From an optimization exercise on the open Yosys and OpenROAD flow, aimed at small area, a short achievable clock period and few clock cycles per item; shortcuts taken in it are not production practice. Function was checked by simulation only, so behaviour that the tests miss may differ from the original.

## dtl_hdr_codec
module dtl_hdr_codec (
    input  wire         clk,
    input  wire         rst,
    input  wire         cmd_valid,
    output wire         cmd_ready,
    input  wire         cmd_op,        
    input  wire         cmd_scr_en,    
    input  wire [11:0]  b_plen,
    input  wire [11:0]  b_seq,
    input  wire [3:0]   b_mod,
    input  wire [3:0]   b_fec,
    input  wire [7:0]   b_flen,
    input  wire [7:0]   b_cwid,
    input  wire [13:0]  b_off,
    input  wire [13:0]  b_short,
    input  wire [3:0]   b_emod,
    input  wire [3:0]   b_efec,
    input  wire [767:0] hdr_in,
    output wire         res_valid,
    output wire [95:0]  hdr_out,       
    output wire         res_ok,        
    output wire [11:0]  r_plen,
    output wire [11:0]  r_seq,
    output wire [3:0]   r_mod,
    output wire [3:0]   r_fec,
    output wire [7:0]   r_flen,
    output wire [7:0]   r_cwid,
    output wire [13:0]  r_off,
    output wire [13:0]  r_short,
    output wire [3:0]   r_emod,
    output wire [3:0]   r_efec
);
==> flow/config.mk <==
export PLATFORM = sky130hd
export DESIGN_NAME = dtl_hdr_codec
export DESIGN_NICKNAME = dtl_hdr_codec
export VERILOG_FILES = /design/flow/design.v
export SDC_FILE = /design/flow/constraint.sdc
export NUM_CORES = 4
export LEC_CHECK = 0
export CAP_MARGIN = 20
export CORE_AREA = 10 10 290 290
export DIE_AREA = 0 0 300 300
export SETUP_SLACK_MARGIN = 2.9
export SLEW_MARGIN = 20
export SYNTH_HIERARCHICAL = 1
export SYNTH_MINIMUM_KEEP_SIZE = 0
export TNS_END_PERCENT = 30
==> flow/constraint.sdc <==
create_clock -name core_clock -period 5.0 [get_ports {clk}]
set_input_delay 1.0000 -clock core_clock [delete_from_list [all_inputs] [get_ports {clk}]]
set_output_delay 1.0000 -clock core_clock [all_outputs]
set_load 0.01 [all_outputs]
standard.sh (not shown) runs the stock make flow with config.mk's settings and CLKGATE_MAP_FILE= SYNTH_SCRIPT=/design/flow/synth_recipe.tcl, a recipe that flattens the netlist after the stock synthesis.
==> flow/flow/run.sh <==
#!/bin/bash
# The standard layout, with two changes to how the cells are sized:
#  - the port buffers are made from the smallest buffer cell (buf_1);
#  - the pins of each header bit sit side by side (flow/io.tcl);
#  - after floorplan, every combinational cell is set to the smallest drive
#    strength of its footprint, so that the later timing repair sizes up
#    only what the timing needs.
# Each tool's output goes to a log of its own in the work folder.
set -euo pipefail
cd "$(dirname "$0")/.."
W=$PWD
R=$W/orfs/results/${FLOW_PLATFORM:-sky130hd}/dtl_hdr_codec/base
PB="BUFFER_PORTS_ARGS=-buffer_cell sky130_fd_sc_hd__buf_1"
IO="PRE_IO_PLACEMENT_TCL=$W/flow/io.tcl"
bash standard.sh "$PB" "$IO" floorplan > flow_make_floorplan.log 2>&1
RESULTS=$R openroad -no_init -exit flow/downsize.tcl > flow_downsize.log 2>&1
bash standard.sh "$PB" "$IO" finish > flow_make_finish.log 2>&1
Other scripts of this flow, unchanged in this note and not shown: flow/flow/downsize.tcl, flow/flow/io.tcl
The starting point ran to the end with no violations.
Testbench counts at the start, summed over its fixed seeds: cycles 976, items 960.
==> next run, changes <==
--- a/flow/flow/run.sh
+++ b/flow/flow/run.sh
@@ -4,2 +4,3 @@
 #  - the pins of each header bit sit side by side (flow/io.tcl);
+#  - clock tree synthesis adds no dummy loads;
 #  - after floorplan, every combinational cell is set to the smallest drive
@@ -14,4 +15,5 @@
 IO="PRE_IO_PLACEMENT_TCL=$W/flow/io.tcl"
+CTS="CTS_ARGS=-sink_clustering_enable -repair_clock_nets -dont_use_dummy_load"
 bash standard.sh "$PB" "$IO" floorplan > flow_make_floorplan.log 2>&1
 RESULTS=$R openroad -no_init -exit flow/downsize.tcl > flow_downsize.log 2>&1
-bash standard.sh "$PB" "$IO" finish > flow_make_finish.log 2>&1
+bash standard.sh "$PB" "$IO" "$CTS" finish > flow_make_finish.log 2>&1
- SETUP_SLACK_MARGIN: 2.9 -> 2.95
=>
- worst setup slack gets better by 0.018 ns
- die area is unchanged
- cell area rises slightly
- count of clock-buffer cells in the layout is unchanged
- maximum frequency climbs slightly
- wire length is about the same

* * *

Another version of the RTL of dtl_hdr_codec (not shown whole).
Size: ~690 cells after synthesis, roughly 190 flip-flops, ~1000 I/O pins, about 9300 µm² of cells after synthesis.
// dtl_hdr_codec
module dtl_hdr_codec (
    input  wire         clk,
    input  wire         rst,
    input  wire         cmd_valid,
    output wire         cmd_ready,
    input  wire         cmd_op,        
    input  wire         cmd_scr_en,    
    input  wire [11:0]  b_plen,
    input  wire [11:0]  b_seq,
    input  wire [3:0]   b_mod,
    input  wire [3:0]   b_fec,
    input  wire [7:0]   b_flen,
    input  wire [7:0]   b_cwid,
    input  wire [13:0]  b_off,
    input  wire [13:0]  b_short,
    input  wire [3:0]   b_emod,
    input  wire [3:0]   b_efec,
    input  wire [767:0] hdr_in,
    output wire         res_valid,
    output wire [95:0]  hdr_out,       
    output wire         res_ok,        
    output wire [11:0]  r_plen,
    output wire [11:0]  r_seq,
    output wire [3:0]   r_mod,
    output wire [3:0]   r_fec,
    output wire [7:0]   r_flen,
    output wire [7:0]   r_cwid,
    output wire [13:0]  r_off,
    output wire [13:0]  r_short,
    output wire [3:0]   r_emod,
    output wire [3:0]   r_efec
);
export LEC_CHECK = 0
export ABC_CLOCK_PERIOD_IN_PS = 1500
export CAP_MARGIN = 20
export CORE_AREA = 10 10 290 290
export DIE_AREA = 0 0 300 300
export SETUP_SLACK_MARGIN = 3.3
export SLEW_MARGIN = 20
create_clock -name core_clock -period 5.0 [get_ports {clk}]
run.sh (not shown) runs the stock make flow with config.mk's settings and CLKGATE_MAP_FILE= SYNTH_SCRIPT=/design/flow/synth_recipe.tcl, a recipe that flattens the netlist after the stock synthesis.
Stock flow here: none of the scripts above is used.
Testbench counts at the start, summed over its fixed seeds: cycles 976, items 960.
Next try:
- ABC_CLOCK_PERIOD_IN_PS: 1500 -> unset
- SETUP_SLACK_MARGIN: 3.3 -> unset
Result: Final area shrinks by 6.4%; setup slack is worse by 0.081 ns; die area does not change; hold slack is better by 0.0068 ns; synthesized cell count stays the same; via count grows by 0.35%; routed wire length shrinks by 3.0%; global-route usage is about the same.
Next try:
- ABC_CLOCK_PERIOD_IN_PS: unset -> 1500
- CORE_AREA: 10 10 290 290 -> unset
- CORE_MARGIN: unset -> 2
- CORE_UTILIZATION: unset -> 40
- DIE_AREA: 0 0 300 300 -> unset
- SETUP_SLACK_MARGIN: unset -> 3.3
The changed run died in 3_2_place_iop with PPL-0024.
Synthesized cell count does not change.
Area after synthesis stays the same.
Next try:
==> flow/flow/run.sh (new file) <==
#!/bin/bash
set -euo pipefail
cd "$(dirname "$0")/.."
bash standard.sh BUFFER_PORTS_ARGS="-buffer_cell sky130_fd_sc_hd__buf_1" finish > flow_make.log 2>&1
==> flow/standard.sh (new file) <==
#!/bin/bash
# synth_recipe.tcl (not shown) runs the flow's synth.tcl, then flattens the netlist and writes it again
# the make line also repeats each setting of config.mk as NAME=value (left out here)
make -C /OpenROAD-flow-scripts/flow DESIGN_CONFIG=/design/flow/config.mk WORK_HOME=/design/flow/orfs CLKGATE_MAP_FILE= SYNTH_SCRIPT=/design/flow/synth_recipe.tcl "${@:-finish}"
- CORE_AREA: unset -> 10 10 290 290
- CORE_MARGIN: 2 -> unset
- CORE_UTILIZATION: 40 -> unset
- DIE_AREA: unset -> 0 0 300 300
removed: flow/run.sh
Outcome:
- Now the flow passed the timing, DRC and antenna checks
- synthesized area is unchanged
- synthesized cell count stays the same

-- what the ideal ports hide --
The results above use ideal ports. As a check the final layouts listed here were re-extracted and re-timed, cells and wires unchanged.
Step 1 assumes that a clkbuf_16 drives the clock port and a buf_2 every other input.
Step 2 moves the port delays by t, midway between the first and last clock arrival at a register: inputs arrive t later, outputs are due t later. That takes back most of the time a late clock gives input paths.
a / b / c = ideal ports / drivers / drivers and shift; a / b = the first two.
| run | t, ns | setup slack, ns | worst setup path after step 2 | worst slew at a driven data input, ns |
|---|---|---|---|---|
| the first run of note 1 | 0.535 | 2.816 / 2.763 / 2.495 | input to register | 0.15 |
| the second run of note 1 | 0.522 | 2.835 / 2.835 / 2.505 | input to register | 0.16 |
| the first run of note 2 | 0.510 | 0.159 / 0.159 / 0.159 | register to register | 0.24 |
| the second run of note 2 | 0.545 | 0.078 / 0.078 / 0.078 | register to register | 0.16 |
| the fourth run of note 2 | 0.519 | 0.167 / 0.167 / 0.167 | register to register | 0.25 |
After both steps setup and hold are still met in every run listed. For the second run of note 1, which loses most, drivers alone change the setup slack by 0.000 ns; drivers and shift together by -0.330 ns.
